This is an optimization exercise on Yosys and OpenROAD, whose aim is small area, not a production implementation. Where RTL was checked, it was by simulation tests only, not by an equivalence proof against the original. For runs 4 and 7, only the layout was checked, not whether the RTL still works. Power and IR drop assume default switching activity. The clock port is modelled as an ideal driver; clocking choices that lean on that would not hold on a real chip.

**design/flow/design.v**
```verilog
module rw_bus_codec #(
    parameter [7:0]   HDR0       = 8'h42,
    parameter [7:0]   HDR1       = 8'h12,
    parameter [7:0]   AL0        = 8'hE1,
    parameter [7:0]   AL1        = 8'hE5,
    parameter [7:0]   DL0        = 8'hE3,
    parameter [7:0]   DL1        = 8'hE7,
    parameter [7:0]   STB        = 8'hFB,
    parameter integer MAX_WRITES = 24
) (
    input  wire       clk,
    input  wire       rst,           
    input  wire       wr_valid,
    output wire       wr_ready,
    input  wire [8:0] wr_addr,
    input  wire [7:0] wr_value,
    input  wire       tick_valid,
    output wire       tick_ready,
    output wire       tx_valid,
    input  wire       tx_ready,
    output wire [7:0] tx_data
);
    localparam [1:0] S_IDLE  = 2'd0,
                     S_START = 2'd1,    
                     S_BODY  = 2'd2,    
                     S_END   = 2'd3;    
    reg [1:0] state;
    reg [24*17-1:0] ring;    
    reg [4:0]  phase;        
    reg [4:0]  nw;           
    reg        bub;          
    reg        half;
    reg [1:0]  m3;
    reg [2:0]  bt;
    reg [6:0]  sr;
    reg        txv;
    wire idle  = (state == S_IDLE);
    wire start = (state == S_START);
    wire body  = (state == S_BODY);
    assign tick_ready = idle;
    assign wr_ready   = idle && (phase == nw);       
    wire do_write = wr_valid && wr_ready;
    wire do_tick  = tick_valid && tick_ready;
    wire tx_fire  = txv && tx_ready;
    assign tx_valid = txv;
    assign tx_data  = {sr, body};
    wire [2:0] bi  = 3'd7 - bt;
    wire       hdr = (m3 == 2'd3);
    wire       done = !hdr && (nw == 5'd0);
    wire       aligned = (phase == {m3, bt});
    wire [7:0] a_tap, v0_tap, v1_tap;
    genvar k;
    generate
        for (k = 0; k < 8; k = k + 1) begin : g_tap
            assign a_tap[k]  = ring[17*(7 + k) + 15 - k];
            assign v0_tap[k] = ring[17*((k + 23) % 24) + 7 - k];
            assign v1_tap[k] = ring[17*(15 + k) + 7 - k];
        end
    endgenerate
    wire g0_tap = ring[17*4 + 16];
    wire g1_tap = ring[17*20 + 16];
    reg cbit;        
    reg cst;         
    reg sbit;        
    always @(*) begin
        cst  = 1'b1;
        cbit = 1'b0;
        sbit = 1'b0;
        case ({half, m3})
            3'b0_00: begin cbit = AL0[bi]; cst = (bt != 3'd5); sbit = g0_tap; end
            3'b0_01: begin cst = 1'b0; sbit = a_tap[bt];                     end
            3'b0_10: begin cbit = DL0[bi]; cst = (bt != 3'd5); sbit = g1_tap; end
            3'b1_00: begin cst = 1'b0; sbit = v0_tap[bt];                    end
            3'b1_01: cbit = STB[bi];
            3'b1_10: begin cst = 1'b0; sbit = v1_tap[bt];                    end
            3'b0_11: cbit = HDR0[bi];
            default: cbit = HDR1[bi];
        endcase
    end
    wire sb = cst ? cbit : sbit;
    wire avail = !done && !bub && (cst || aligned);
    wire shift = body && !txv && (avail || done);
    wire fire_take = tx_fire && (start || body) && avail;
    wire adv   = (shift && !done) || fire_take;
    wire nbit  = !done && sb;
    wire last  = adv && half && (m3 == 2'd2) && (bt == 3'd7);
    always @(posedge clk) begin
        ring <= {ring[23*17-1:0], do_write ? {wr_addr, wr_value} : ring[23*17 +: 17]};
        if (!bub)
            phase <= (phase[4] & phase[2] & phase[1] & phase[0]) ? 5'd0 : phase + 5'd1;
    end
    always @(posedge clk) begin
        if (do_tick)
            sr <= 7'd0;
        else if (tx_fire)
            sr <= adv ? {6'd1, nbit} : 7'd1;
        else if (shift)
            sr <= {sr[5:0], nbit};
        if (do_tick) begin
            half <= 1'b0;
            m3   <= 2'd3;
            bt   <= 3'd0;
        end else if (adv) begin
            bt <= bt + 3'd1;
            if (bt == 3'd7) begin
                if (m3[1]) begin
                    half <= !half;
                    m3   <= (m3[0] && !half) ? 2'd3 : 2'd0;
                end else begin
                    m3   <= m3 + 2'd1;
                end
            end
        end
        if (rst) begin
            state <= S_IDLE;
            txv   <= 1'b0;
            nw    <= 5'd0;
            bub   <= 1'b0;
        end else begin
            bub <= last;
            if (do_write)
                nw <= nw + 5'd1;
            if (last)
                nw <= nw - 5'd1;
            if (shift)
                txv <= sr[6];
            case (state)
                S_IDLE: if (do_tick) begin
                    state <= S_START;
                    txv   <= 1'b1;
                end
                S_START: if (tx_fire) begin
                    state <= S_BODY;
                    txv   <= 1'b0;
                end
                S_BODY: if (tx_fire) begin
                    if (done)
                        state <= S_END;
                    else
                        txv <= 1'b0;
                end
                default: if (tx_fire) begin
                    state <= S_IDLE;
                    txv   <= 1'b0;
                end
            endcase
        end
    end
endmodule
```
**design/flow/flow/run.sh**
```bash
#!/bin/bash
export CTS_ARGS="-sink_clustering_enable -repair_clock_nets -dont_use_dummy_load -sink_clustering_size 30 -sink_clustering_max_diameter 50 -buf_list sky130_fd_sc_hd__clkbuf_16"
export BUFFER_PORTS_ARGS="-buffer_cell sky130_fd_sc_hd__buf_1"
bash standard.sh > standard.log 2>&1
```
**design/flow/standard.sh**
```bash
#!/bin/bash
# synth_recipe.tcl (not shown) runs the flow's synth.tcl, then flattens the netlist and writes it again
# the make line also repeats each setting of config.mk as NAME=value (left out here)
make -C /OpenROAD-flow-scripts/flow DESIGN_CONFIG=/design/flow/config.mk WORK_HOME=/design/flow/orfs CLKGATE_MAP_FILE= SYNTH_SCRIPT=/design/flow/synth_recipe.tcl "${@:-finish}"
```
**design/flow/config.mk**
```make
export PLATFORM = sky130hd
export DESIGN_NAME = rw_bus_codec
export DESIGN_NICKNAME = rw_bus_codec
export VERILOG_FILES = /design/flow/design.v
export SDC_FILE = /design/flow/constraint.sdc
export NUM_CORES = 4
export LEC_CHECK = 0
export CAP_MARGIN = 20
export CORE_MARGIN = 2
export CORE_UTILIZATION = 70
export PLACE_DENSITY = 0.8
export SLEW_MARGIN = 20
```
**design/flow/constraint.sdc**
```tcl
create_clock -name core_clock -period 10.0 [get_ports {clk}]
set_input_delay 2.0000 -clock core_clock [delete_from_list [all_inputs] [get_ports {clk}]]
set_output_delay 2.0000 -clock core_clock [all_outputs]
set_load 0.01 [all_outputs]
```
==> metrics.md, run 1 <==
| Metric | Value |
|---|---|
| Number of enable flip-flop cells after synthesis | `5` |
| Row count | `44` |
| Total Wirelength | `~16 mm` |
| RePlAce Congestion | `0.757` |
| Final Power | `roughly 0.0029 W` |
| P per Cell Area | `around 260 mW/mm²` |
| CTS root buf | `clkbuf_16` |
| Startpoint types | `flop` |
| Diode count | `0` |
| Pre-CTS setup slack | `roughly 5600 ps` |
| Vias | `roughly 4500` |
| DRT met1 WL | `between 7 and 8 mm` |
| Finished layout cell area | `around 0.011 mm²` |
| CTS Buf Count | `23` |
| Multi-input logic area | `around 0.0015 mm²` |
| Critical Setup Path Class | `flop to primary output` |
| DP HPWL | `~8.7 mm` |
| Worst-Margin Slew | `roughly 1000 ps` |
| Clk buf depth | `3` |
| Status | `complete, no violations` |
| Wire per inst | `roughly 18 µm` |
| GRT Total Usage | `between 20% and 30%` |
| # DRC | `0` |
| Main synth FF type | `dfxtp_1` |
| Maxcap violations | `0` |
| DR vias/cell | `slightly above 5` |
| Hold WC Path Type | `flop to flop` |
| Post-synthesis compound-gate area fraction | `under 10%` |
| Worst-path clk slew | `100 ps` |
| Cells after Synth | `656` |
| Synth Warn # | `1` |
| Clock skew | `45.9 ps` |
| Mapped cell area | `approximately 0.010 mm²` |
| PnR worst setup slack | `about 6000 ps` |
| Met3 routed WL | `around 580 µm` |
| Drt initial violations | `~230` |
| P_leak | `approximately 4.5 nW` |
| Final hold slack | `between 200 and 300 ps` |
| Total Nets Final | `729` |
| Period utilisation layout | `between 30% and 40%` |
| Slew Limit Fails | `0` |
| Core Area | `roughly 0.014 mm²` |
| Area taken by flip-flops and latches | `around 0.009 mm²` |
| Worst setup EP type | `primary output` |
| CTS sink count | `approximately 440` |
| Unrepaired setup endpoints after global routing | `false` |
| Flops & latches, synth | `about 440` |
| Mux contribution to synthesized area | `slightly below 4%` |
| Post-route ant nets | `0` |
| Adder-Cell Fraction of Synth Area | `under 10%` |
| Die W | `roughly 130 µm` |
| Initial Utilization | `between 70% and 80%` |
| DR WL met2 | `7.71 mm` |
| Die ar. | `between 0.015 and 0.02 mm²` |
| Fill count | `794` |
| Fmax | `251 MHz` |
| Hold Fails Final Rpt | `0` |
| Critical Path RT | `roughly 8000 ps` |
| TritonCTS clock tree | `yes` |
| Die Y-Extent | `126 µm` |
| Cell variety after synth | `52` |
| Global-route wire length before repair | `25.5 mm` |
| Area grow syn2layout | `8.22%` |
| CTS hold repair buffers | `0` |
| Input/output buffers | `32` |
| Largest family of logic cells by synthesized area | `compound AO/OA/AOI/OAI gates` |
| Syn avg cell area | `around 16 µm²` |
| Xor/xnor share of the synthesized area | `~1.3%` |
| Worst skew pair latency | `roughly 540 ps` |
| Post-CTS Resized | `0` |
| Largest net degree at the start of global routing | `31` |
| 1st-pass router iterations | `4` |
| Placed cell area | `0.0106 mm²` |
| H-Tree Depth | `1` |
| # Post-CTS Setup Buffers | `0` |
| Initial antenna violation count | `0` |
| Shortest period the worst path allows | `between 3000 and 4000 ps` |
| Highest routed metal layer | `met4` |
| Slew headroom | `a little under a third` |
| Post-Syn Nets | `around 700` |
| Sequential cell area fraction in the yosys report | `a little over four fifths` |
| Peak VDD IR | `0.216 mV` |
| Boundary pin count | `33` |
| Setup tns final | `0 ps` |
| Worst Path Max Fanout | `7` |
| Share of layout cells above drive strength 1 | `slightly above 7%` |
| Setup Viol. Count Final | `0` |
| Simple-Gate Fraction of Synth Area | `3.46%` |
| Vias in the first global route | `around 4700` |
| Global-route congestion overflow total | `0` |
| WP data arrival | `1990 ps` |
| Ys async rst share | `0%` |
## flip-flops by register name (all words and copies together), names as in the netlist
name and count:
sr 7, state 2, nw 5, bub 1
phase 5, bt 3, half 1, ring 408
m3 2, txv 1
## cell families after synthesis
kind of cell,after synthesis
AOI/OAI and AO/OA,58
xor gates and xnor gates,15
adders and majority gates,12
buffers and inverters,32
DFF,435
muxes,34
and+or+nand+nor,70
## cell usage after synthesis, types with 3 or more instances
library cell | instances | area (µm²)
nor3_1 | 5 | 25.0
a311oi_1 | 3 | 26.3
a21oi_1 | 13 | 65.1
xnor2_1 | 6 | 52.6
clkbuf_1 | 11 | 41.3
mux2i_1 | 9 | 90.1
nand2b_1 | 3 | 18.8
nand3b_1 | 4 | 30.0
o21ai_0 | 14 | 70.1
dfxtp_1 | 430 | 8610
a211oi_1 | 3 | 22.5
mux2_2 | 15 | 169
inv_1 | 14 | 52.6
a21o_1 | 4 | 30.0
nor2b_1 | 3 | 18.8
edfxtp_1 | 5 | 150
nand3_1 | 7 | 35.0
buf_2 | 4 | 20.0
and2_1 | 3 | 18.8
nand2_1 | 21 | 78.8
xor2_1 | 9 | 78.8
mux2_1 | 6 | 67.6
nor2_1 | 13 | 48.8
ha_1 | 11 | 138
## metal layers
metal	vias to the layer above	track usage [%]
met5	-	0
met4	0	6.41
met3	28	3.64
met2	85	34.8
met1	2167	27.9
li1	2199	-
## power breakdown
part / switching (W) / internal, W / leakage, nW
clock: 0.000492 / 0.000410 / 0.283
sequential: 0.0000327 / 0.00178 / 3.54
combinational: 0.0000942 / 0.0000699 / 0.712
total: 0.000619 / 0.00226 / 4.53
## layout make-up
type / instances / share of cell area [%]
multi-input cells: 189 / 13.0
repair buffers: 32 / 1.07
flip-flops and latches: 435 / 78.3
well taps: 184 / 2.06
inverters: 14 / 0.470
clock buffers: 23 / 5.14
## worst max-delay path: stages, from the launching register on
cell and delay (ps):
edfxtp_1 520, xor2_1 200, nor4_1 410, and3_1 210
buf_1 150
## stage by stage
stage,cells,utilization [%]
floorplan,656,-
global placement,854,73.3
detailed placement,854,73.3
CTS,877,77.3
global route,877,77.3
finish,877,77.3
## placed cells by master, fill, tap and decap left out, drive strengths merged, types with 2 or more instances in the layout
cell	Yosys	final
nand4	3	3
nand2	21	21
o311ai	2	2
nor4	2	2
nand3b	4	4
o21ai	15	15
mux4	2	2
a41oi	2	2
a21oi	14	14
clkbuf	11	23
and2	3	3
o31a	2	2
mux2	23	23
edfxtp	5	5
o221ai	2	2
a211oi	3	3
a21o	4	4
o211ai	2	2
dfxtp	430	430
inv	14	14
nand3	7	7
a311oi	3	3
nor2	14	14
xor2	9	9
or3	2	2
nor3	6	6
ha	11	11
buf	7	32
mux2i	9	9
xnor2	6	6
nor2b	3	3
a31oi	2	2
nand2b	3	3
## path summary, 6_finish.rpt
check / slack, ps / cells after the start / startpoint / end
worst max-delay path: 6010 / 4 / phase[1] / wr_ready
worst min register to register: 300 / 0 / ring[106] / ring[123]
worst min-delay path: 300 / 0 / ring[106] / ring[123]
worst max register to register: 6330 / 11 / m3[1] / nw[4]
==> run 2: changes to the inputs <==
==> design/flow/flow/run.sh (replaced) <==
#!/bin/bash
export CTS_ARGS="-sink_clustering_enable -repair_clock_nets -dont_use_dummy_load -sink_clustering_size 34 -sink_clustering_max_diameter 80 -buf_list sky130_fd_sc_hd__clkbuf_16"
export BUFFER_PORTS_ARGS="-buffer_cell sky130_fd_sc_hd__buf_1"
bash standard.sh > standard.log 2>&1
==> run 2 against run 1 <==
  * Area after synthesis unchanged
  * Worst setup slack got worse by 34 ps
  * Cell count down 0.80%
  * First-iteration DRC count is 4.4% higher
  * Die area unchanged
  * Clock skew fell by 2.6 ps
  * Sequential share of layout area increased by 1.2 points
  * Via count shrank 1.9%
  * Clock-buffer cell count decreased by 7
  * Power shrank 5.4%
  * Synthesized cell count stayed put
  * Critical path type unchanged
  * Largest cell class unchanged
  * Largest power group unchanged
  * Highest routed layer unchanged
==> metrics.md, run 2 <==
| Metric | Value |
|---|---|
| Critical Path RT | `8000 ps (about the same)` |
| Most common cell after layout, fill and taps aside | `dfxtp_1` |
| CTS hold repair buffers | `0 (unchanged)` |
| Flops & latches, synth | `435 (unchanged)` |
| Total Wirelength | `14.6 mm (-6.9%)` |
| Area grow syn2layout | `6.52%` |
| Max incr delay on CP | `540 ps (+20 ps)` |
| GRT Total Usage | `19.5% (-1.3 points)` |
| Slew Limit Fails | `0 (unchanged)` |
| Hold Fails Final Rpt | `0 (unchanged)` |
| Fmax | `248 MHz (-0.85%)` |
| Most flops, register | `ring` |
| R2r startpoint | `m3[1]` |
| Mapped cell area | `0.0103 mm² (unchanged)` |
| Boundary pin count | `33 (unchanged)` |
| Status | `complete, no violations` |
| Slew headroom | `31.3% (+0.45 points)` |
| Die ar. | `0.0158 mm² (unchanged)` |
| Pre-CTS setup slack | `5600 ps (unchanged)` |
| 1st-pass router iterations | `4 (unchanged)` |
| Post-Syn Nets | `690 (unchanged)` |
| P_leak | `4.45 nW (-1.9%)` |
| Share of layout cells above drive strength 1 | `6.27% (-0.95 points)` |
| Largest register FFs | `408 (unchanged)` |
| Cell variety after synth | `52 (unchanged)` |
| Synth Warn # | `1 (unchanged)` |
| Startpoint types | `flop` |
| Cells after Synth | `656 (unchanged)` |
| Origin of the worst min-delay path | `ring[189]` |
| Most frequent cells in the layout | `dfxtp_1 (430), buf_1 (32), nand2_1 (21)` |
| # Post-CTS Setup Buffers | `0 (unchanged)` |
| Top Registers | `ring (408), sr (7)` |
| Period utilisation layout | `40.3% (+0.34 points)` |
| DR vias/cell | `5.05 (-1.1%)` |
| Maxcap violations | `0 (unchanged)` |
| Sequential cell area fraction in the yosys report | `84.7% (unchanged)` |
| Final Core Density | `76.1% (-1.2 points)` |
| P per Cell Area | `247 mW/mm² (-3.9%)` |
| Initial Utilization | `71.4% (unchanged)` |
| Total Nets Final | `722 (-0.96%)` |
| Worst Path Max Fanout | `7 (unchanged)` |
| Main synth FF type | `dfxtp_1` |
| Worst reg2reg setup slack | `6370 ps (+40 ps)` |
| Largest net degree at the start of global routing | `35 (+13%)` |
| Post-CTS Resized | `0 (unchanged)` |
| Peak VDD IR | `0.205 mV (-4.9%)` |
| CTS root buf | `clkbuf_16` |
| Crit-path slowest cell | `edfxtp_1` |
| Most numerous cell in the Yosys netlist | `dfxtp_1` |
| Buf/Inv on CP | `1 (unchanged)` |
| Crit-path cells | `xor2_1 > nor4_1 > and3_1 > buf_1` |
| TritonCTS clock tree | `yes` |
| Initial antenna violation count | `0 (unchanged)` |
| CTS sink count | `435 (unchanged)` |
| Input/output buffers | `32 (unchanged)` |
| Most frequent cells after synthesis | `dfxtp_1 (430), nand2_1 (21), mux2_2 (15), inv_1 (14), o21ai_0 (14)` |
| Synth area leaders | `dfxtp_1 (83%), mux2_2 (1.6%), edfxtp_1 (1.5%), ha_1 (1.3%), mux2i_1 (0.87%)` |
| Global-route congestion overflow total | `0 (unchanged)` |
| Worst setup EP type | `primary output` |
| Hold Crit Depth | `0 (unchanged)` |
| Unrepaired setup endpoints after global routing | `false` |
| Critical Setup Path Class | `flop to primary output` |
| Hold endpoint | `ring[206]` |
| Shortest period the worst path allows | `4030 ps (+34.3 ps)` |
| Global-route wire length before repair | `24.2 mm (-5.0%)` |
| Vias | `4395 (-1.9%)` |
| Crit path max-delay family | `simple AND/OR/NAND/NOR gates` |
| Number of enable flip-flop cells after synthesis | `5 (unchanged)` |
| Syn avg cell area | `15.8 µm² (unchanged)` |
| Setup Viol. Count Final | `0 (unchanged)` |
| Worst-Margin Slew | `1030 ps (-7.82 ps)` |
| Critical R2R Capture | `nw[4]` |
| H-Tree Depth | `1 (unchanged)` |
| PnR worst setup slack | `5970 ps (-34.3 ps)` |
| Core Area | `0.0145 mm² (unchanged)` |
| Synth area leader | `dfxtp_1` |
| Row count | `44 (unchanged)` |
| Clk buf depth | `3 (unchanged)` |
| Hold WC Path Type | `flop to flop` |
| Fill count | `831 (+4.7%)` |
| Reg2Reg Depth | `11 (unchanged)` |
| DP HPWL | `8.75 mm (unchanged)` |
| # DRC | `0 (unchanged)` |
| Setup tns final | `0 ps (unchanged)` |
| WP data arrival | `2030 ps (+40 ps)` |
| Post-route ant nets | `0 (unchanged)` |
| Worst skew pair latency | `520 ps (-20 ps)` |
| Drt initial violations | `239 (+4.4%)` |
| Vias in the first global route | `4557 (-3.2%)` |
| RePlAce Congestion | `0.757 (unchanged)` |
| Worst-path clk slew | `120 ps (+20 ps)` |
| Die Y-Extent | `126 µm (unchanged)` |
| Clock skew | `43.3 ps (-2.56 ps)` |
| Ys async rst share | `0% (unchanged)` |
| Yosys top cell area share | `83.3% (unchanged)` |
| Wire per inst | `16.8 µm (-6.2%)` |
| Diode count | `0 (unchanged)` |
| Die W | `126 µm (unchanged)` |
| CTS Buf Count | `16 (-30%)` |
run 2: worst max-delay path by stage:
stage / slack (ps) / to / cells after the start / start
after floorplan: 5940 / nw[4] / 11 / tx_ready
after global placement: 5710 / nw[4] / 12 / tx_ready
after detailed placement: 5600 / nw[4] / 12 / tx_ready
after CTS: 5950 / wr_ready / 4 / phase[1]
after global routing: 5800 / wr_ready / 4 / phase[1]
final: 5970 / wr_ready / 4 / phase[1]
run 2: logic make-up after synthesis:
family                     Yosys count  share of synthesized area (%)
DFF                                435                           84.7
and+or+nand+nor                     70                           3.46
AOI/OAI and AO/OA                   58                           3.91
muxes                               34                           3.88
buffers and inverters               32                           1.25
xor gates and xnor gates            15                           1.27
adders and majority gates           12                           1.52
run 2: report_power, final:
group	internal [W]	switching, W	leakage [nW]	total, W
registers	0.00178	0.0000322	3.54	0.00181
clock network	0.000292	0.000460	0.197	0.000751
logic	0.0000696	0.0000909	0.712	0.000160
total	0.00214	0.000583	4.45	0.00272
run 2: routing by layer:
metal / track usage [%] / wire (µm) / share of wire [%] / vias up
met4: 5.16 / 299 / 2.1 / 0
met3: 3.34 / 543 / 3.7 / 26
met5: 0 / 0 / 0 / -
met1: 27.1 / 6750 / 46 / 2118
met2: 32.2 / 6990 / 48 / 66
li1: - / - / - / 2185
run 2: final cells by class:
class                           count  area [µm²]  area share, %
Clock buffer                       16         400           3.64
Inverter                           14        52.6          0.477
Multi-Input combinational cell    189        1450           13.2
Sequential cell                   435        8760           79.5
Tap cell                          184         230           2.09
Timing Repair Buffer               32         120           1.09
run 2: through the flow:
stage | hold WS (ps) | instance area (µm²) | instances | total power [W]
2_1_floorplan | 310 | 10300 | 656 | 0.00196
5_1_grt | 306 | 11000 | 870 | 0.00282
3_5_place_dp | 312 | 10600 | 854 | 0.00201
6_report | 306 | 11000 | 870 | 0.00272
3_3_place_gp | 310 | 10600 | 854 | 0.00199
4_1_cts | 307 | 11000 | 870 | 0.00274
==> run 3: changes to the inputs <==
==> design/flow/flow/run.sh (replaced) <==
#!/bin/bash
# The standard layout (standard.sh) with these changes:
#  - synthesis: abc maps for area (flow/my_synth.tcl) and adders are left to
#    abc (no ADDER_MAP_FILE); registers are the same as the standard synthesis
#  - clock tree: clkbuf_16 only, larger sink clusters, no dummy loads
#  - port buffers: buf_1
# The full make output goes to standard.log; ORFS keeps each step's log.
set -e
export FLOW_WORK=$PWD
export CTS_ARGS="-sink_clustering_enable -repair_clock_nets -dont_use_dummy_load -sink_clustering_size 34 -sink_clustering_max_diameter 80 -buf_list sky130_fd_sc_hd__clkbuf_16"
export BUFFER_PORTS_ARGS="-buffer_cell sky130_fd_sc_hd__buf_1"
bash standard.sh SYNTH_SCRIPT=$PWD/flow/my_synth.tcl ADDER_MAP_FILE= finish > standard.log 2>&1
==> design/flow/flow/my_synth.tcl (new file) <==
# The standard flow's synthesis (synth_recipe.tcl: ORFS synthesis without fsm/share, then
# flatten and rename) with one change: abc maps for area with its default
# script instead of ORFS's delay-driven script.
proc abc {args} {
  set keep {}
  set skip 0
  foreach a $args {
    if {$skip} { set skip 0; continue }
    if {$a eq "-script" || $a eq "-D" || $a eq "-constr"} { set skip 1; continue }
    lappend keep $a
  }
  yosys abc {*}$keep
}
source $::env(FLOW_WORK)/synth_recipe.tcl
==> run 3 against run 2 <==
  * Still clean
  * Routed wire length is 1.2% lower
  * Cell count shrank 1.4%
  * Non-clock buffer count increased by 1
  * Core utilization increased by 1.2 points
  * Worst hold slack gained 6.6 ps
  * Clock-buffer cell count is the same
  * Critical path type is now input pin to flop
==> metrics.md, run 3 <==
| Metric | Value |
|---|---|
| Largest register FFs | `408 (unchanged)` |
| Drt initial violations | `416 (+74%)` |
| Global-route congestion overflow total | `0 (unchanged)` |
| Boundary pin count | `33 (unchanged)` |
| DP HPWL | `8.20 mm (-6.2%)` |
| Most flops, register | `ring` |
| Vias | `4414 (+0.43%)` |
| Wire per inst | `16.8 µm (+0.13%)` |
| Die ar. | `0.0152 mm² (-3.5%)` |
| # Post-CTS Setup Buffers | `0 (unchanged)` |
| Multi-input logic area | `0.00116 mm² (-20%)` |
| Setup tns final | `0 ps (unchanged)` |
| Total Wirelength | `14.4 mm (-1.2%)` |
| Row count | `43 (-2.3%)` |
| Post-route ant nets | `0 (unchanged)` |
| Vias in the first global route | `4295 (-5.7%)` |
| H-Tree Depth | `1 (unchanged)` |
| Final Power | `0.00254 W (-6.4%)` |
| Finished Layout Cells | `858 (-1.4%)` |
| Syn avg cell area | `15.9 µm² (+0.57%)` |
| Critical Path RT | `10410 ps (+2410 ps)` |
| Number of enable flip-flop cells after synthesis | `5 (unchanged)` |
| RePlAce Congestion | `0.820 (+8.3%)` |
| 1st-pass router iterations | `5 (+1)` |
| Synth Warn # | `1 (unchanged)` |
| Setup Viol. Count Final | `0 (unchanged)` |
| P_leak | `4.20 nW (-5.5%)` |
| Flops & latches, synth | `435 (unchanged)` |
| Shortest period the worst path allows | `4410 ps (+385 ps)` |
| Most frequent cells after synthesis | `dfxtp_1 (430), nor2_1 (37), mux2_1 (18), a21oi_1 (14), o21ai_0 (14)` |
| Sequential cell area fraction in the yosys report | `87.8% (+3.1 points)` |
| Die Y-Extent | `123 µm (-1.7%)` |
| Peak VDD IR | `0.172 mV (-16%)` |
| Ys async rst share | `0% (unchanged)` |
| Critical Setup Path Class | `input pin to flop` |
| Most numerous cell in the Yosys netlist | `dfxtp_1` |
| Total Nets Final | `701 (-2.9%)` |
| Area grow syn2layout | `7.50%` |
| Most frequent cells in the layout | `dfxtp_1 (430), nor2_1 (37), buf_1 (32)` |
| Fmax | `227 MHz (-8.7%)` |
| Period utilisation layout | `44.1% (+3.8 points)` |
| Worst skew pair latency | `490 ps (-30 ps)` |
| CTS root buf | `clkbuf_16` |
| Top Registers | `ring (408), sr (7)` |
| Hold WC Path Type | `flop to flop` |
| Global-route wire length before repair | `22.6 mm (-6.9%)` |
| DR vias/cell | `5.14 (+1.8%)` |
| Unrepaired setup endpoints after global routing | `false` |
| Input/output buffers | `32 (unchanged)` |
| Slew headroom | `31.8% (+0.44 points)` |
| Area taken by flip-flops and latches | `0.00876 mm² (unchanged)` |
| Die W | `123 µm (-1.7%)` |
| TritonCTS clock tree | `yes` |
| Worst-Margin Slew | `1010 ps (-13.5 ps)` |
| # DRC | `0 (unchanged)` |
| Worst-path clk slew | `120 ps (about the same)` |
| Initial Utilization | `71.8% (+0.42 points)` |
| Yosys top cell area share | `86.3% (+3.1 points)` |
| Main synth FF type | `dfxtp_1` |
| Cell variety after synth | `43 (-17%)` |
| Startpoint types | `input pin` |
| Finished layout cell area | `0.0107 mm² (-2.7%)` |
| Clock skew | `20.9 ps (-22.4 ps)` |
| WP data arrival | `4820 ps (+2790 ps)` |
| Worst setup EP type | `flop` |
| GRT Total Usage | `19.5% (+0.044 points)` |
| Clk buf depth | `3 (unchanged)` |
| Cells after Synth | `629 (-4.1%)` |
| P per Cell Area | `237 mW/mm² (-3.9%)` |
| CTS hold repair buffers | `0 (unchanged)` |
| PnR worst setup slack | `5590 ps (-385 ps)` |
| Share of layout cells above drive strength 1 | `2.51% (-3.8 points)` |
| CTS Buf Count | `16 (unchanged)` |
| Slew Limit Fails | `0 (unchanged)` |
| Maxcap violations | `0 (unchanged)` |
| Initial antenna violation count | `1 (+1)` |
| Post-CTS Resized | `0 (unchanged)` |
| Fill count | `774 (-6.9%)` |
| Placed cell area | `0.0103 mm² (-2.8%)` |
| Worst Path Max Fanout | `7 (unchanged)` |
| Pre-CTS setup slack | `5180 ps (-425 ps)` |
| Status | `complete, no violations` |
| Core Area | `0.0139 mm² (-4.1%)` |
| Post-Syn Nets | `651 (-5.7%)` |
| Hold Fails Final Rpt | `0 (unchanged)` |
| Mapped cell area | `0.00997 mm² (-3.6%)` |
| Synth area leaders | `dfxtp_1 (86%), mux2_1 (2.0%), edfxtp_1 (1.5%), nor2_1 (1.4%), xnor2_1 (0.88%)` |
| Most common cell after layout, fill and taps aside | `dfxtp_1` |
| CTS sink count | `435 (unchanged)` |
| Synth area leader | `dfxtp_1` |
| Post-Place Cells | `841 (-1.5%)` |
| Largest net degree at the start of global routing | `35 (unchanged)` |
-- run 3: report_power, final --
| group | leakage (nW) | internal, W | switching, W |
|---|---|---|---|
| registers | 3.54 | 0.00175 | 0.00000793 |
| logic | 0.468 | 0.0000173 | 0.0000243 |
| clock network | 0.197 | 0.000292 | 0.000452 |
-- run 3: kinds of logic (layout without fill, tap and decap cells) --
group                      count (synthesis)  count (layout)  synth area share [%]
AOI/OAI and AO/OA                         64              64                  4.17
xor gates and xnor gates                  14              14                  1.23
adders and majority gates                  2               2                 0.201
buffers and inverters                     13              61                 0.527
DFF                                      435             435                  87.8
muxes                                     19              19                  2.13
other                                      0               1                     0
and+or+nand+nor                           82              82                  3.90
-- run 3: area by class of cell --
cell class | count | area share, %
sequential | 435 | 81.7
multi-input combinational | 181 | 10.8
clock buffer | 16 | 3.74
tap | 180 | 2.10
timing repair buffer | 33 | 1.19
inverter | 12 | 0.420
antenna | 1 | 0.0233
-- run 3: through the flow --
stage / util [%] / hold WS (ps)
2_1_floorplan: - / 310
3_3_place_gp: 74.3 / 310
3_5_place_dp: 74.3 / 312
4_1_cts: 77.2 / 317
5_1_grt: 77.2 / 318
6_report: 77.2 / 312
-- run 3: worst paths after layout --
path              cells after the start         to      start  slack, ps
setup / recovery                     11      nw[3]   tx_ready       5590
hold / removal                        0  ring[221]  ring[204]        310
setup reg to reg                     10      nw[3]       half       5920
hold reg to reg                       0  ring[221]  ring[204]        310
-- run 3: worst max-delay path, cell delays in order --
cell	delay [ps]
buf_1	160
nand2_1	140
nor2_1	190
nand3_1	120
nor3_1	160
a41oi_1	150
nor4_1	950
maj3_1	410
maj3_1	230
xnor2_1	70
a211oi_1	240
-- run 3: per-layer routing --
layer	track usage, %	part of all wire, %	up-vias
met4	4.97	2.0	0
met1	26.8	46	2078
li1	-	-	2157
met5	0	0	-
met2	32.2	47	147
met3	3.92	5.3	32
==> run 4: changes to the inputs <==
--- a/design/flow/design.v
+++ b/design/flow/design.v
@@ -28,7 +28,6 @@
     reg [24*17-1:0] ring;    
     reg [4:0]  phase;        
     reg [4:0]  nw;           
-    reg        bub;          
     reg        half;
     reg [1:0]  m3;
     reg [2:0]  bt;
@@ -78,7 +77,7 @@
         endcase
     end
     wire sb = cst ? cbit : sbit;
-    wire avail = !done && !bub && (cst || aligned);
+    wire avail = !done && (cst || aligned);
     wire shift = body && !txv && (avail || done);
     wire fire_take = tx_fire && (start || body) && avail;
     wire adv   = (shift && !done) || fire_take;
@@ -86,7 +85,7 @@
     wire last  = adv && half && (m3 == 2'd2) && (bt == 3'd7);
     always @(posedge clk) begin
         ring <= {ring[23*17-1:0], do_write ? {wr_addr, wr_value} : ring[23*17 +: 17]};
-        if (!bub)
+        if (!last)
             phase <= (phase[4] & phase[2] & phase[1] & phase[0]) ? 5'd0 : phase + 5'd1;
     end
     always @(posedge clk) begin
@@ -115,9 +114,7 @@
             state <= S_IDLE;
             txv   <= 1'b0;
             nw    <= 5'd0;
-            bub   <= 1'b0;
         end else begin
-            bub <= last;
             if (do_write)
                 nw <= nw + 5'd1;
             if (last)
==> run 4 against run 3 <==
  * Still clean
  * Worst hold slack worse by 1.6 ps
  * Register-to-register slack improved by 230 ps
  * Critical path depth shrank 1
  * Sequential power about the same
  * Maximum frequency increased by 0.36%
  * Area after synthesis fell by 0.39%
  * Cell count is 0.70% lower
  * Global-route usage decreased by 0.81 points
  * Clock-buffer cell count is the same
  * Combinational power up 8.2%
  * Final area is 0.39% lower
  * Critical endpoint unchanged
==> metrics.md, run 4 <==
| Metric | Value |
|---|---|
| 1st-pass router iterations | `4 (-1)` |
| # Post-CTS Setup Buffers | `0 (unchanged)` |
| Critical Path RT | `10430 ps (+20 ps)` |
| CTS Buf Count | `16 (unchanged)` |
| DP HPWL | `8.04 mm (-2.0%)` |
| Worst Path Max Fanout | `12 (+5)` |
| Cells after Synth | `624 (-0.79%)` |
| P_sw | `0.000486 W (+0.47%)` |
| Flops & latches, synth | `434 (-0.23%)` |
| Crit path max-delay family | `compound AO/OA/AOI/OAI gates` |
| Boundary pin count | `33 (unchanged)` |
| Yosys top cell area share | `86.5% (+0.14 points)` |
| Slew Limit Fails | `0 (unchanged)` |
| Hold WC Path Type | `flop to flop` |
| Pre-CTS setup slack | `5140 ps (-43.3 ps)` |
| Vias in the first global route | `4315 (+0.47%)` |
| Post-Syn Nets | `646 (-0.77%)` |
| DR vias/cell | `4.96 (-3.6%)` |
| Int Power | `0.00206 W (about the same)` |
| Peak VDD IR | `0.170 mV (-0.99%)` |
| Combinational share of power | `1.8% (+0.2 points)` |
| Worst-path clk slew | `120 ps (about the same)` |
| Number of enable flip-flop cells after synthesis | `5 (unchanged)` |
| Total Nets Final | `696 (-0.71%)` |
| Fmax | `228 MHz (+0.36%)` |
| Shortest period the worst path allows | `4390 ps (-15.9 ps)` |
| Area grow syn2layout | `7.51% (about the same)` |
| Core Area | `0.0139 mm² (unchanged)` |
| Drt initial violations | `335 (-19%)` |
| Xor/xnor share of the synthesized area | `1.32% (+0.093 points)` |
| TritonCTS clock tree | `yes` |
| Ys async rst share | `0% (unchanged)` |
| Origin of the worst min-delay path | `ring[235]` |
| Sequential cell area fraction in the yosys report | `88.0% (+0.14 points)` |
| Total Wirelength | `13.5 mm (-6.4%)` |
| Hold Crit Depth | `0 (unchanged)` |
| Critical Setup Path Class | `input pin to flop` |
| GRT Total Usage | `18.7% (-0.81 points)` |
| P per Cell Area | `238 mW/mm² (+0.40%)` |
| Synth area leader | `dfxtp_1` |
| Most frequent cells after synthesis | `dfxtp_1 (429), nor2_1 (34), a21oi_1 (17), mux2_1 (17), nand2_1 (13)` |
| Most flops, register | `ring` |
| Unrepaired setup endpoints after global routing | `false` |
| Simple-Gate Fraction of Synth Area | `3.65% (-0.25 points)` |
| Worst-Margin Slew | `987 ps (-27.6 ps)` |
| Maxcap violations | `0 (unchanged)` |
| Clk buf depth | `3 (unchanged)` |
| Global-route congestion overflow total | `0 (unchanged)` |
| Finished layout cell area | `0.0107 mm² (-0.39%)` |
| Synth area leaders | `dfxtp_1 (86%), mux2_1 (1.9%), edfxtp_1 (1.5%), nor2_1 (1.3%), xnor2_1 (0.88%)` |
| Largest net degree at the start of global routing | `35 (unchanged)` |
| CTS sink count | `434 (-0.23%)` |
| P_leak | `4.19 nW (-0.41%)` |
| CTS hold repair buffers | `0 (unchanged)` |
| Hold Fails Final Rpt | `0 (unchanged)` |
| PnR worst setup slack | `5610 ps (+15.9 ps)` |
| Mux contribution to synthesized area | `2.03% (-0.11 points)` |
| Worst setup EP type | `flop` |
| Critical R2R Capture | `nw[3]` |
| Post-CTS Resized | `0 (unchanged)` |
| Die Y-Extent | `123 µm (-0.19%)` |
| RePlAce Congestion | `0.870 (+6.2%)` |
| Worst reg2reg setup slack | `6150 ps (+230 ps)` |
| Initial Utilization | `71.6% (-0.28 points)` |
| Top Registers | `ring (408), sr (7)` |
| Reg power frac | `69.0% (about the same)` |
| Most frequent cells in the layout | `dfxtp_1 (429), nor2_1 (34), buf_1 (32)` |
| Synth Warn # | `1 (unchanged)` |
| Die W | `123 µm (-0.19%)` |
| Hold endpoint | `ring[252]` |
| Max incr delay on CP | `630 ps (-320 ps)` |
| Mapped cell area | `0.00993 mm² (-0.39%)` |
| CP most frequent cell | `maj3_1` |
| Die ar. | `0.0152 mm² (-0.38%)` |
| Placed cell area | `0.0103 mm² (-0.38%)` |
| Buf/Inv on CP | `1 (unchanged)` |
| Main synth FF type | `dfxtp_1` |
| WP data arrival | `4820 ps (about the same)` |
| Setup tns final | `0 ps (unchanged)` |
| Post-route ant nets | `0 (unchanged)` |
| Startpoint types | `input pin` |
| R2r startpoint | `m3[0]` |
| Reg2Reg Depth | `9 (-1)` |
| Crit-path cells | `buf_1 > nand2_1 > nor2_1 > a21boi_0 > nand3b_1 > a2111o_1 > maj3_1 > maj3_1 > xnor2_1 > a211oi_1` |
| Row count | `43 (unchanged)` |
| Stages on the worst setup path | `10 (-1)` |
| Crit-path slowest cell | `a2111o_1` |
| Share of layout cells above drive strength 1 | `2.53% (+0.019 points)` |
| Wire per inst | `15.8 µm (-5.7%)` |
| Most common cell after layout, fill and taps aside | `dfxtp_1` |
| Post-synthesis compound-gate area fraction | `4.28% (+0.12 points)` |
| Syn avg cell area | `15.9 µm² (+0.41%)` |
| Slew headroom | `34.1% (+2.3 points)` |
| Final hold slack | `311 ps (-1.63 ps)` |
| Diode count | `0 (-1)` |
| Largest family of logic cells by synthesized area | `compound AO/OA/AOI/OAI gates` |
| Vias | `4227 (-4.2%)` |
| Period utilisation layout | `43.9% (-0.16 points)` |
| Input/output buffers | `32 (unchanged)` |
| Clk pwr share | `29.2% (about the same)` |
| H-Tree Depth | `1 (unchanged)` |
| Clock skew | `42.3 ps (+21.4 ps)` |
| Global-route wire length before repair | `21.8 mm (-3.2%)` |
| Setup Viol. Count Final | `0 (unchanged)` |
| Switch share | `19.1% (+0.087 points)` |
| CTS root buf | `clkbuf_16` |
| Initial antenna violation count | `0 (-1)` |
| Worst skew pair latency | `500 ps (about the same)` |
| Largest register FFs | `408 (unchanged)` |
| Cell variety after synth | `42 (-2.3%)` |
| Most numerous cell in the Yosys netlist | `dfxtp_1` |
| Adder-Cell Fraction of Synth Area | `0.202% (+0.00078 points)` |
| # DRC | `0 (unchanged)` |
| Status | `complete, no violations` |
run 4: worst max-delay path by stage:
stage,from,end,slack [ps]
after floorplan,tx_ready,nw[3],5600
after global placement,tx_ready,nw[3],5320
after detailed placement,tx_ready,nw[3],5140
after CTS,tx_ready,nw[3],5660
after global routing,tx_ready,nw[3],5430
final,tx_ready,nw[3],5610
run 4: cell families (layout without fill, tap and decap cells):
kind of cell             count (synthesis)  count (layout)
AO/OA/AOI/OAI                           66              66
XOR/XNOR                                15              15
adder cells (fa/ha/maj)                  2               2
buffers and inverters                   13              61
flip-flops                             434             434
multiplexers                            18              18
AND/OR/NAND/NOR                         76              76
run 4: cell type report:
class	instances	area [µm²]
fill	780	3200
timing repair buffer	33	128
tap	180	225
inverter	12	45.0
multi-input combinational	177	1140
sequential	434	8740
clock buffer	16	400
run 4: routing by layer:
metal / up-vias / routed length (µm) / global-route usage (%)
met3: 26 / 410 / 2.44
li1: 2129 / - / -
met2: 95 / 6120 / 30.7
met5: - / 0 / 0
met4: 0 / 315 / 4.62
met1: 1977 / 6630 / 26.9
run 4: power groups by stage:
stage	logic [W]	registers [W]	clock network, W
after CTS	0.0000454	0.00176	0.000751
after global routing	0.0000507	0.00176	0.000808
after global placement	0.0000419	0.00179	0
final	0.0000450	0.00176	0.000743
after detailed placement	0.0000452	0.00179	0
after floorplan	0.0000287	0.00179	0
run 4: metrics by stage:
stage | std cells | total power [W] | utilization, %
2_1_floorplan | 624 | 0.00182 | -
3_3_place_gp | 836 | 0.00184 | 74.0
3_5_place_dp | 836 | 0.00184 | 74.0
4_1_cts | 852 | 0.00255 | 76.9
5_1_grt | 852 | 0.00262 | 76.9
6_report | 852 | 0.00254 | 76.9
==> run 5: changes to the inputs <==
--- a/design/flow/design.v
+++ b/design/flow/design.v
@@ -46,32 +46,30 @@
     wire [2:0] bi  = 3'd7 - bt;
     wire       hdr = (m3 == 2'd3);
     wire       done = !hdr && (nw == 5'd0);
-    wire       aligned = (phase == {m3, bt});
-    wire [7:0] a_tap, v0_tap, v1_tap;
+    wire       aligned = (phase == {2'b00, bt});
+    wire [7:0] a_tap, v_tap;
     genvar k;
     generate
-        for (k = 0; k < 8; k = k + 1) begin : g_tap
-            assign a_tap[k]  = ring[17*(7 + k) + 15 - k];
-            assign v0_tap[k] = ring[17*((k + 23) % 24) + 7 - k];
-            assign v1_tap[k] = ring[17*(15 + k) + 7 - k];
+        for (k = 0; k < 8; k = k + 1) begin : gen_tap
+            assign a_tap[k] = ring[17*((k + 23) % 24) + 15 - k];
+            assign v_tap[k] = ring[17*((k + 23) % 24) + 7 - k];
         end
     endgenerate
-    wire g0_tap = ring[17*4 + 16];
-    wire g1_tap = ring[17*20 + 16];
+    wire g_tap = ring[17*4 + 16];
     reg cbit;        
     reg cst;         
     reg sbit;        
     always @(*) begin
         cst  = 1'b1;
         cbit = 1'b0;
-        sbit = 1'b0;
+        sbit = g_tap;
         case ({half, m3})
-            3'b0_00: begin cbit = AL0[bi]; cst = (bt != 3'd5); sbit = g0_tap; end
-            3'b0_01: begin cst = 1'b0; sbit = a_tap[bt];                     end
-            3'b0_10: begin cbit = DL0[bi]; cst = (bt != 3'd5); sbit = g1_tap; end
-            3'b1_00: begin cst = 1'b0; sbit = v0_tap[bt];                    end
+            3'b0_00: begin cbit = AL0[bi]; cst = (bt != 3'd5); end
+            3'b0_01: begin cst = 1'b0; sbit = a_tap[bt];       end
+            3'b0_10: begin cbit = DL0[bi]; cst = (bt != 3'd5); end
+            3'b1_00: begin cst = 1'b0; sbit = v_tap[bt];       end
             3'b1_01: cbit = STB[bi];
-            3'b1_10: begin cst = 1'b0; sbit = v1_tap[bt];                    end
+            3'b1_10: begin cst = 1'b0; sbit = v_tap[bt];       end
             3'b0_11: cbit = HDR0[bi];
             default: cbit = HDR1[bi];
         endcase
--- a/design/flow/flow/run.sh
+++ b/design/flow/flow/run.sh
@@ -7,6 +7,6 @@
 # The full make output goes to standard.log; ORFS keeps each step's log.
 set -e
 export FLOW_WORK=$PWD
-export CTS_ARGS="-sink_clustering_enable -repair_clock_nets -dont_use_dummy_load -sink_clustering_size 34 -sink_clustering_max_diameter 80 -buf_list sky130_fd_sc_hd__clkbuf_16"
+export CTS_ARGS="-sink_clustering_enable -repair_clock_nets -dont_use_dummy_load -sink_clustering_size 34 -sink_clustering_max_diameter 80 -buf_list sky130_fd_sc_hd__clkbuf_16 -root_buf sky130_fd_sc_hd__clkbuf_8 -tree_buf sky130_fd_sc_hd__clkbuf_8"
 export BUFFER_PORTS_ARGS="-buffer_cell sky130_fd_sc_hd__buf_1"
 bash standard.sh SYNTH_SCRIPT=$PWD/flow/my_synth.tcl ADDER_MAP_FILE= finish > standard.log 2>&1
==> run 5 against run 4 <==
  * Still clean on timing, DRC and antenna
  * Sequential share of layout area is 1.0 points higher
  * Core utilization is 0.66 points lower
  * Clock-buffer cell count stayed put
  * Worst setup slack worse by 270 ps
  * Maximum frequency is 5.8% lower
  * Critical endpoint is now wr_ready
==> metrics.md, run 5 <==
| Metric | Value |
|---|---|
| P_sw | `0.000478 W (-1.6%)` |
| Worst-Margin Slew | `1090 ps (+99.2 ps)` |
| Synth area leaders | `dfxtp_1 (87%), mux2_1 (1.9%), edfxtp_1 (1.5%), nor2_1 (1.0%), xnor2_1 (0.98%)` |
| Highest routed metal layer | `met4` |
| Critical Setup Path Class | `flop to primary output` |
| Slew Limit Fails | `0 (unchanged)` |
| Post-route ant nets | `0 (unchanged)` |
| Startpoint types | `flop` |
| DRT met1 WL | `6.38 mm (-3.7%)` |
| Hold Fails Final Rpt | `0 (unchanged)` |
| Ys async rst share | `0% (unchanged)` |
| Die ar. | `0.0150 mm² (-0.96%)` |
| Diode count | `0 (unchanged)` |
| Largest register FFs | `408 (unchanged)` |
| Yosys top cell area share | `87.3% (+0.87 points)` |
| Post-Place Cells | `814 (-2.6%)` |
| Wire per inst | `16.4 µm (+3.7%)` |
| Most frequent cells in the layout | `dfxtp_1 (429), buf_1 (32), nor2_1 (27)` |
| Reg2Reg Depth | `10 (+1)` |
| Synth area leader | `dfxtp_1` |
| Met3 routed WL | `689 µm (+68%)` |
| WP data arrival | `2670 ps (-2150 ps)` |
| Buf/Inv on CP | `1 (unchanged)` |
| Global-route wire length before repair | `21.8 mm (-0.25%)` |
| DR WL met2 | `6.20 mm (+1.4%)` |
| Period utilisation layout | `46.7% (+2.7 points)` |
| Total Nets Final | `674 (-3.2%)` |
| Shortest period the worst path allows | `4670 ps (+271 ps)` |
| # Post-CTS Setup Buffers | `0 (unchanged)` |
| Flops & latches, synth | `434 (unchanged)` |
| Post-Syn Nets | `624 (-3.4%)` |
| Total Wirelength | `13.6 mm (+0.99%)` |
| Fmax | `214 MHz (-5.8%)` |
| Setup Viol. Count Final | `0 (unchanged)` |
| Mapped cell area | `0.00983 mm² (-1.0%)` |
| Crit-path slowest cell | `a2111oi_0` |
| Status | `complete, no violations` |
| P_leak | `4.14 nW (-1.2%)` |
| Most frequent cells after synthesis | `dfxtp_1 (429), nor2_1 (27), nand2_1 (20), a21oi_1 (17), mux2_1 (17)` |
| Main synth FF type | `dfxtp_1` |
| # DRC | `0 (unchanged)` |
| Worst-path clk slew | `120 ps (about the same)` |
| Cell variety after synth | `37 (-12%)` |
| Switch share | `19.1% (about the same)` |
| Hold Crit Depth | `0 (unchanged)` |
| CTS hold repair buffers | `0 (unchanged)` |
| Setup tns final | `0 ps (unchanged)` |
| Post-CTS Resized | `0 (unchanged)` |
| Die W | `123 µm (-0.48%)` |
| Final hold slack | `316 ps (+5.10 ps)` |
| Vias in the first global route | `4246 (-1.6%)` |
| Slew headroom | `25.7% (-8.3 points)` |
| Worst setup EP type | `primary output` |
| GRT Total Usage | `19.0% (+0.29 points)` |
| Input/output buffers | `32 (unchanged)` |
| Worst skew pair latency | `540 ps (+40 ps)` |
| Int Power | `0.00203 W (-1.5%)` |
| Finished Layout Cells | `830 (-2.6%)` |
| DP HPWL | `7.95 mm (-1.2%)` |
| Most flops, register | `ring` |
| Reg power frac | `70.2% (+1.2 points)` |
| RePlAce Congestion | `0.830 (-4.7%)` |
| Crit path max-delay family | `compound AO/OA/AOI/OAI gates` |
| Initial antenna violation count | `0 (unchanged)` |
| Hold WC Path Type | `flop to flop` |
| Row count | `43 (unchanged)` |
| Max incr delay on CP | `970 ps (+340 ps)` |
| TritonCTS clock tree | `yes` |
| Drt initial violations | `358 (+6.9%)` |
| Fill count | `784 (+0.51%)` |
| Global-route congestion overflow total | `0 (unchanged)` |
| Area grow syn2layout | `7.24%` |
| Clk buf depth | `3 (unchanged)` |
| CTS sink count | `434 (unchanged)` |
| Peak VDD IR | `0.157 mV (-7.5%)` |
| CTS Buf Count | `16 (unchanged)` |
| Crit-path cells | `nor2_1 > o2111ai_1 > a2111oi_0 > buf_1` |
| Synth Warn # | `1 (unchanged)` |
| Boundary pin count | `33 (unchanged)` |
| Share of layout cells above drive strength 1 | `2.92% (+0.39 points)` |
| Syn avg cell area | `16.3 µm² (+2.6%)` |
| 1st-pass router iterations | `5 (+1)` |
| CTS root buf | `clkbuf_8` |
| Unrepaired setup endpoints after global routing | `false` |
| Number of enable flip-flop cells after synthesis | `5 (unchanged)` |
| Clock skew | `23.2 ps (-19.1 ps)` |
| Core Area | `0.0138 mm² (-0.39%)` |
| Most common cell after layout, fill and taps aside | `dfxtp_1` |
| Sequential cell area fraction in the yosys report | `88.9% (+0.88 points)` |
| Largest net degree at the start of global routing | `35 (unchanged)` |
| H-Tree Depth | `1 (unchanged)` |
| DR vias/cell | `5.03 (+1.4%)` |
| Combinational share of power | `1.3% (-0.5 points)` |
| Top Registers | `ring (408), sr (7)` |
| Cells after Synth | `602 (-3.5%)` |
| Most numerous cell in the Yosys netlist | `dfxtp_1` |
| Clk pwr share | `28.5% (-0.7 points)` |
| Initial Utilization | `71.1% (-0.44 points)` |
| Vias | `4177 (-1.2%)` |
| Stages on the worst setup path | `4 (-6)` |
| Maxcap violations | `0 (unchanged)` |
| Worst Path Max Fanout | `6 (-6)` |
| Die Y-Extent | `123 µm (-0.48%)` |
| Critical Path RT | `8000 ps (-2430 ps)` |
| P per Cell Area | `238 mW/mm² (-0.32%)` |
## run 5: cell count changes after synthesis, sizes merged, moves of 4 or more
cell,delta
nor2,-7
o22ai,-8
nand2,+7
o21ai,-5
clkinv,-4
## run 5: worst paths after layout
check	startpoint	slack, ps	end
worst min-delay path	ring[203]	320	ring[220]
worst max register to register	m3[0]	6430	nw[3]
worst min register to register	ring[203]	320	ring[220]
worst max-delay path	state[0]	5330	wr_ready
## run 5: per-stage QoR
step	util [%]	total power [W]	area (µm²)	setup slack, ps
global placement	73.6	0.00183	10200	5730
finish	76.3	0.00250	10500	5330
CTS	76.3	0.00252	10500	5400
floorplan	-	0.00182	9830	5990
global route	76.3	0.00258	10500	5200
detailed placement	73.6	0.00183	10200	5510
## run 5: cell type report
type                       instances  area, µm²  share of cell area (%)
clock buffer                      16        367                    3.48
sequential                       434       8740                    82.9
tap                              180        225                    2.14
multi-input combinational        159       1060                    10.0
inverter                           8       30.0                   0.285
timing repair buffer              33        128                    1.21
## run 5: power groups by stage
stage,clock [W],sequential [W],combinational [W]
6_report,0.000713,0.00176,0.0000322
3_5_place_dp,0,0.00180,0.0000318
4_1_cts,0.000726,0.00176,0.0000326
3_3_place_gp,0,0.00180,0.0000298
2_1_floorplan,0,0.00180,0.0000202
5_1_grt,0.000782,0.00176,0.0000358
## run 5: logic make-up (layout without fill, tap and decap cells)
family          Yosys count  count (layout)  share of synthesized area, %
flops                   434             434                          88.9
simple gates             69              69                          3.17
compound gates           53              53                          3.55
mux                      19              19                          2.40
xor+xnor                 16              16                          1.43
buf+inv                   9              57                         0.382
fa+ha+maj                 2               2                         0.204
## run 5: metal layers
layer | GRT usage [%] | vias to the layer above
met3 | 3.44 | 33
li1 | - | 2050
met2 | 30.9 | 120
met4 | 5.17 | 0
met1 | 26.7 | 1974
met5 | 0 | -
==> run 6: changes to the inputs <==
==> design/flow/flow/run.sh (replaced) <==
#!/bin/bash
# The standard layout (standard.sh) with these changes:
#  - synthesis: abc maps for area (flow/my_synth.tcl) and adders are left to
#    abc (no ADDER_MAP_FILE); registers are the same as the standard synthesis
#  - clock tree: clkbuf_16 only, larger sink clusters, no dummy loads
#  - port buffers: buf_1
# The full make output goes to standard.log; ORFS keeps each step's log.
set -e
export FLOW_WORK=$PWD
export CTS_ARGS="-sink_clustering_enable -repair_clock_nets -dont_use_dummy_load -sink_clustering_size 34 -sink_clustering_max_diameter 80 -buf_list sky130_fd_sc_hd__clkbuf_16"
export BUFFER_PORTS_ARGS="-buffer_cell sky130_fd_sc_hd__buf_1"
bash standard.sh SYNTH_SCRIPT=$PWD/flow/my_synth.tcl ADDER_MAP_FILE= finish > standard.log 2>&1
==> run 6 against run 5 <==
  * Flip-flop and latch count did not move
  * Non-clock buffer count did not move
  * Sequential share of layout area fell by 0.26 points
  * Clock power up 4.8%
  * Area after synthesis unchanged
  * First-iteration DRC count fell by 4.7%
  * Worst hold slack lost 4.8 ps
  * Final area grew 0.32%
  * Sequential power about the same
  * Core utilization increased by 0.24 points
  * Cell count unchanged
==> metrics.md, run 6 <==
| Metric | Value |
|---|---|
| Most frequent cells in the layout | `dfxtp_1 (429), buf_1 (32), nor2_1 (27)` |
| Fill count | `767 (-2.2%)` |
| Cell variety after synth | `37 (unchanged)` |
| Post-CTS Resized | `0 (unchanged)` |
| Clock skew | `26.9 ps (+3.63 ps)` |
| Setup Viol. Count Final | `0 (unchanged)` |
| GRT Total Usage | `19.2% (+0.22 points)` |
| Critical Setup Path Class | `flop to primary output` |
| Sequential cell area fraction in the yosys report | `88.9% (unchanged)` |
| GR Util met3 | `3.16% (-0.28 points)` |
| Post-Syn Nets | `624 (unchanged)` |
| # Post-CTS Setup Buffers | `0 (unchanged)` |
| Hold Fails Final Rpt | `0 (unchanged)` |
| Initial Utilization | `71.1% (unchanged)` |
| P_leak | `4.15 nW (+0.37%)` |
| Slew headroom | `29.1% (+3.4 points)` |
| Synth Warn # | `1 (unchanged)` |
| CTS Buf Count | `16 (unchanged)` |
| Ys async rst share | `0% (unchanged)` |
| Core Area | `0.0138 mm² (unchanged)` |
| Maxcap violations | `0 (unchanged)` |
| Die W | `123 µm (unchanged)` |
| Vias | `4209 (+0.77%)` |
| Setup tns final | `0 ps (unchanged)` |
| Mapped cell area | `0.00983 mm² (unchanged)` |
| Share of layout cells above drive strength 1 | `2.92% (unchanged)` |
| WP data arrival | `2580 ps (-90 ps)` |
| Diode count | `0 (unchanged)` |
| Drt initial violations | `341 (-4.7%)` |
| Flops & latches, synth | `434 (unchanged)` |
| Main synth FF type | `dfxtp_1` |
| Clk buf depth | `3 (unchanged)` |
| Yosys top cell area share | `87.3% (unchanged)` |
| Grt peak-use layer | `met2` |
| Startpoint types | `flop` |
| Die Y-Extent | `123 µm (unchanged)` |
| Peak VDD IR | `0.158 mV (+0.58%)` |
| Largest net degree at the start of global routing | `35 (unchanged)` |
| Most frequent cells after synthesis | `dfxtp_1 (429), nor2_1 (27), nand2_1 (20), a21oi_1 (17), mux2_1 (17)` |
| Period utilisation layout | `45.8% (-0.87 points)` |
| Fmax | `218 MHz (+1.9%)` |
| Worst skew pair latency | `500 ps (-40 ps)` |
| Slew Limit Fails | `0 (unchanged)` |
| Die ar. | `0.0150 mm² (unchanged)` |
| Most flops, register | `ring` |
| Vias in the first global route | `4259 (+0.31%)` |
| Number of enable flip-flop cells after synthesis | `5 (unchanged)` |
| DP HPWL | `7.95 mm (unchanged)` |
| Global-route congestion overflow total | `0 (unchanged)` |
| Worst-Margin Slew | `1040 ps (-49.4 ps)` |
| Area grow syn2layout | `7.58%` |
| H-Tree Depth | `1 (unchanged)` |
| Critical Path RT | `8000 ps (about the same)` |
| Total Nets Final | `674 (unchanged)` |
| Top Registers | `ring (408), sr (7)` |
| Post-route ant nets | `0 (unchanged)` |
| Shortest period the worst path allows | `4580 ps (-86.5 ps)` |
| Synth area leaders | `dfxtp_1 (87%), mux2_1 (1.9%), edfxtp_1 (1.5%), nor2_1 (1.0%), xnor2_1 (0.98%)` |
| Met2 track demand over resource | `31.1% (+0.17 points)` |
| P per Cell Area | `240 mW/mm² (+1.0%)` |
| Worst setup EP type | `primary output` |
| Cells after Synth | `602 (unchanged)` |
| Status | `complete, no violations` |
| DR vias/cell | `5.07 (+0.77%)` |
| 1st-pass router iterations | `4 (-1)` |
| Boundary pin count | `33 (unchanged)` |
| TritonCTS clock tree | `yes` |
| Total Wirelength | `13.9 mm (+2.1%)` |
| CTS hold repair buffers | `0 (unchanged)` |
| Input/output buffers | `32 (unchanged)` |
| Reg2Reg Depth | `10 (unchanged)` |
| CTS sink count | `434 (unchanged)` |
| Worst Path Max Fanout | `6 (unchanged)` |
| Initial antenna violation count | `0 (unchanged)` |
| Row count | `43 (unchanged)` |
| Most common cell after layout, fill and taps aside | `dfxtp_1` |
| Worst-path clk slew | `120 ps (about the same)` |
| Routing usage on met1 | `26.9% (+0.22 points)` |
| RePlAce Congestion | `0.830 (unchanged)` |
| # DRC | `0 (unchanged)` |
| Most numerous cell in the Yosys netlist | `dfxtp_1` |
| Largest register FFs | `408 (unchanged)` |
| Wire per inst | `16.7 µm (+2.1%)` |
| Hold Crit Depth | `0 (unchanged)` |
| Hold WC Path Type | `flop to flop` |
| Unrepaired setup endpoints after global routing | `false` |
| Global-route wire length before repair | `22.0 mm (+1.1%)` |
| CTS root buf | `clkbuf_16` |
| Final Power | `0.00254 W (+1.4%)` |
| Syn avg cell area | `16.3 µm² (unchanged)` |
| Synth area leader | `dfxtp_1` |
## run 6: metrics by stage
stage	instances	cell area, µm²	hold WS (ps)	util (%)	worst slack (ps)
floorplan	602	9830	310	-	5990
global placement	814	10200	311	73.6	5730
detailed placement	814	10200	312	73.6	5510
CTS	830	10600	314	76.5	5460
global route	830	10600	326	76.5	5290
finish	830	10600	311	76.5	5420
## run 6: layout make-up
type	instances	area [µm²]	area share (%)
Multi-Input combinational cell	159	1060	9.99
Inverter	8	30.0	0.284
Clock buffer	16	400	3.78
Tap cell	180	225	2.13
Timing Repair Buffer	33	128	1.21
Sequential cell	434	8740	82.6
## run 6: power breakdown
| part | switching [W] | total (W) | internal (W) |
|---|---|---|---|
| clock network | 0.000455 | 0.000747 | 0.000292 |
| logic | 0.0000185 | 0.0000323 | 0.0000139 |
| registers | 0.0000105 | 0.00176 | 0.00175 |
| total | 0.000484 | 0.00254 | 0.00206 |
## run 6: final timing paths
check             slack [ps]      start         to
hold reg to reg          310  ring[203]  ring[220]
hold / removal           310  ring[203]  ring[220]
setup reg to reg        6360      m3[0]      nw[3]
setup / recovery        5420   state[0]   wr_ready
## run 6: per-layer routing
layer / vias up / share of wire (%) / routed length [µm]
met5: - / 0 / 0
met4: 0 / 3.1 / 436
met3: 38 / 4.2 / 579
met2: 107 / 46 / 6340
met1: 2017 / 47 / 6550
li1: 2047 / - / -
## run 6: cell families (layout without fill, tap and decap cells)
| family | count (synthesis) | count (layout) | share of synthesized area [%] |
|---|---|---|---|
| flip-flops | 434 | 434 | 88.9 |
| AO/OA/AOI/OAI | 53 | 53 | 3.55 |
| multiplexers | 19 | 19 | 2.40 |
| XOR/XNOR | 16 | 16 | 1.43 |
| AND/OR/NAND/NOR | 69 | 69 | 3.17 |
| buffers and inverters | 9 | 57 | 0.382 |
| adder cells (fa/ha/maj) | 2 | 2 | 0.204 |
## run 6: worst max-delay path, stage by stage (launching register included)
cell       delay (ps)
dfxtp_1           380
nor2_1            380
o2111ai_1         190
a2111oi_0         930
buf_1             220
==> run 7: changes to the inputs <==
--- a/design/flow/design.v
+++ b/design/flow/design.v
@@ -83,8 +83,8 @@
     wire last  = adv && half && (m3 == 2'd2) && (bt == 3'd7);
     always @(posedge clk) begin
         ring <= {ring[23*17-1:0], do_write ? {wr_addr, wr_value} : ring[23*17 +: 17]};
-        if (!last)
-            phase <= (phase[4] & phase[2] & phase[1] & phase[0]) ? 5'd0 : phase + 5'd1;
+        phase <= (!last && phase[4] && phase[2] && phase[1] && phase[0]) ? 5'd0
+                                                                          : phase + {4'd0, !last};
     end
     always @(posedge clk) begin
         if (do_tick)
@@ -97,9 +97,9 @@
             half <= 1'b0;
             m3   <= 2'd3;
             bt   <= 3'd0;
-        end else if (adv) begin
-            bt <= bt + 3'd1;
-            if (bt == 3'd7) begin
+        end else begin
+            bt <= bt + {2'd0, adv};
+            if (adv && bt == 3'd7) begin
                 if (m3[1]) begin
                     half <= !half;
                     m3   <= (m3[0] && !half) ? 2'd3 : 2'd0;
@@ -113,10 +113,7 @@
             txv   <= 1'b0;
             nw    <= 5'd0;
         end else begin
-            if (do_write)
-                nw <= nw + 5'd1;
-            if (last)
-                nw <= nw - 5'd1;
+            nw <= nw + {{4{last}}, do_write || last};
             if (shift)
                 txv <= sr[6];
             case (state)
==> run 7 against run 6 <==
  * Flip-flop and latch count did not move
  * Non-clock buffer count did not move
  * Clock-buffer cell count did not move
  * Global-route usage rose by 0.20 points
  * Final area fell by 0.30%
  * Critical path depth rose by 6
  * Maximum frequency fell by 7.3%
  * Critical path type is now flop to flop
  * Critical endpoint is now nw[3]
  * Largest power group unchanged
==> metrics.md, run 7 <==
| Metric | Value |
|---|---|
| Status | `complete, no violations` |
| Row count | `43 (unchanged)` |
| Worst-Margin Slew | `955 ps (-81.7 ps)` |
| Diode count | `0 (unchanged)` |
| Largest family of logic cells by synthesized area | `compound AO/OA/AOI/OAI gates` |
| Share of layout cells above drive strength 1 | `2.93% (+0.0045 points)` |
| Pre-CTS setup slack | `4750 ps (-767 ps)` |
| Boundary pin count | `33 (unchanged)` |
| Cell variety after synth | `40 (+8.1%)` |
| Wire per inst | `16.9 µm (+0.77%)` |
| CTS Buf Count | `16 (unchanged)` |
| Maxcap violations | `0 (unchanged)` |
| H-Tree Depth | `1 (unchanged)` |
| PnR worst setup slack | `5060 ps (-359 ps)` |
| Global-route congestion overflow total | `0 (unchanged)` |
| Post-route ant nets | `0 (unchanged)` |
| Post-Syn Nets | `623 (-0.16%)` |
| Initial Utilization | `71.2% (about the same)` |
| Adder-Cell Fraction of Synth Area | `0.102% (-0.10 points)` |
| CTS root buf | `clkbuf_16` |
| Unrepaired setup endpoints after global routing | `false` |
| Largest net degree at the start of global routing | `35 (unchanged)` |
| RePlAce Congestion | `0.746 (-10%)` |
| P_leak | `4.17 nW (+0.50%)` |
| Synth Warn # | `1 (unchanged)` |
| Worst Path Max Fanout | `14 (+8)` |
| TritonCTS clock tree | `yes` |
| Period utilisation layout | `49.4% (+3.6 points)` |
| Initial antenna violation count | `0 (unchanged)` |
| Total Nets Final | `673 (-0.15%)` |
| Most frequent cells in the layout | `dfxtp_1 (434), buf_1 (32), nor2_1 (25)` |
| Yosys top cell area share | `88.6% (+1.3 points)` |
| Most numerous cell in the Yosys netlist | `dfxtp_1` |
| Post-CTS Resized | `0 (unchanged)` |
| Drt initial violations | `195 (-43%)` |
| Most common cell after layout, fill and taps aside | `dfxtp_1` |
| Peak VDD IR | `0.213 mV (+35%)` |
| Vias in the first global route | `4258 (-0.023%)` |
| Most flops, register | `ring` |
| Clock skew | `15.2 ps (-11.6 ps)` |
| Die W | `122 µm (-0.15%)` |
| Slew headroom | `36.2% (+7.1 points)` |
| Simple-Gate Fraction of Synth Area | `3.18% (+0.010 points)` |
| Hold Fails Final Rpt | `0 (unchanged)` |
| Ys async rst share | `0% (unchanged)` |
| Worst-path clk slew | `110 ps (about the same)` |
| Multi-input logic area | `0.00106 mm² (+0.71%)` |
| Fmax | `203 MHz (-7.3%)` |
| Setup tns final | `0 ps (unchanged)` |
| Hold WC Path Type | `flop to flop` |
| Setup Viol. Count Final | `0 (unchanged)` |
| Main synth FF type | `dfxtp_1` |
| Post-synthesis compound-gate area fraction | `3.96% (+0.41 points)` |
| Flops & latches, synth | `434 (unchanged)` |
| Core Area | `0.0138 mm² (-0.39%)` |
| Clk buf depth | `3 (unchanged)` |
| Hold Crit Depth | `0 (unchanged)` |
| 1st-pass router iterations | `5 (+1)` |
| WP data arrival | `5340 ps (+2760 ps)` |
| GRT Total Usage | `19.4% (+0.20 points)` |
| Critical Setup Path Class | `flop to flop` |
| Synth area leader | `dfxtp_1` |
| Die ar. | `0.0150 mm² (-0.30%)` |
| Largest register FFs | `408 (unchanged)` |
| Worst setup EP type | `flop` |
| Global-route wire length before repair | `22.3 mm (+1.1%)` |
| Slew Limit Fails | `0 (unchanged)` |
| Synth area leaders | `dfxtp_1 (89%), mux2_1 (2.1%), nor2_1 (0.96%), a21oi_1 (0.87%), xnor2_1 (0.63%)` |
| # Post-CTS Setup Buffers | `0 (unchanged)` |
| Die Y-Extent | `122 µm (-0.15%)` |
| Mapped cell area | `0.00980 mm² (-0.32%)` |
## run 7: final cells by class
type	count	area share [%]
Sequential cell	434	82.4
Multi-Input combinational cell	155	10.1
Inverter	11	0.391
Tap cell	180	2.14
Clock buffer	16	3.80
Timing Repair Buffer	33	1.21
## run 7: worst paths after layout
kind,from,to,slack [ps]
setup / recovery,bt[1],nw[3],5060
hold / removal,ring[173],ring[190],320
hold reg to reg,ring[173],ring[190],320
setup reg to reg,bt[1],nw[3],5060
## run 7: report_power, final
group / leakage [nW] / internal [W] / switching, W
registers: 3.51 / 0.00175 / 0.0000104
clock network: 0.197 / 0.000292 / 0.000449
logic: 0.468 / 0.00000982 / 0.0000158
## run 7: kinds of logic (layout without fill, tap and decap cells)
family          after synthesis  count (layout)
xor+xnor                     10              10
buf+inv                      12              60
compound gates               56              56
fa+ha+maj                     1               1
mux                          22              22
simple gates                 66              66
flops                       434             434
## run 7: worst max-delay path: stages, from the launching register on
cell and delay, ps:
dfxtp_1 730, and3b_1 270, a221o_1 410, a311oi_1 800
a21oi_1 340, nor4_1 830, a21boi_0 330, o31ai_1 590
maj3_1 320, nor2_1 50, a211oi_1 200
## run 7: through the flow
| stage | hold WS (ps) | utilization (%) | cells | total power, W | area [µm²] |
|---|---|---|---|---|---|
| after floorplan | 310 | - | 601 | 0.00181 | 9800 |
| after global placement | 312 | 73.7 | 813 | 0.00182 | 10100 |
| after detailed placement | 312 | 73.7 | 813 | 0.00182 | 10100 |
| after CTS | 330 | 76.6 | 829 | 0.00254 | 10500 |
| after global routing | 337 | 76.6 | 829 | 0.00260 | 10500 |
| final | 321 | 76.6 | 829 | 0.00252 | 10500 |
## run 7: routing by layer
layer	GRT usage [%]	vias to the layer above	part of all wire [%]
met4	5.53	0	2.6
met3	3.25	27	3.9
met5	0	-	0
li1	-	2049	-
met2	32.2	114	47
met1	26.8	1967	46

Re-timed with assumed drivers on the ports (clkbuf_16 on the clock, buf_2 on other inputs), run 7 has 5.063 ns of setup slack against 5.063 ns with ideal ports, and 4.606 ns once port delays also move by the mid clock arrival of 0.528 ns.
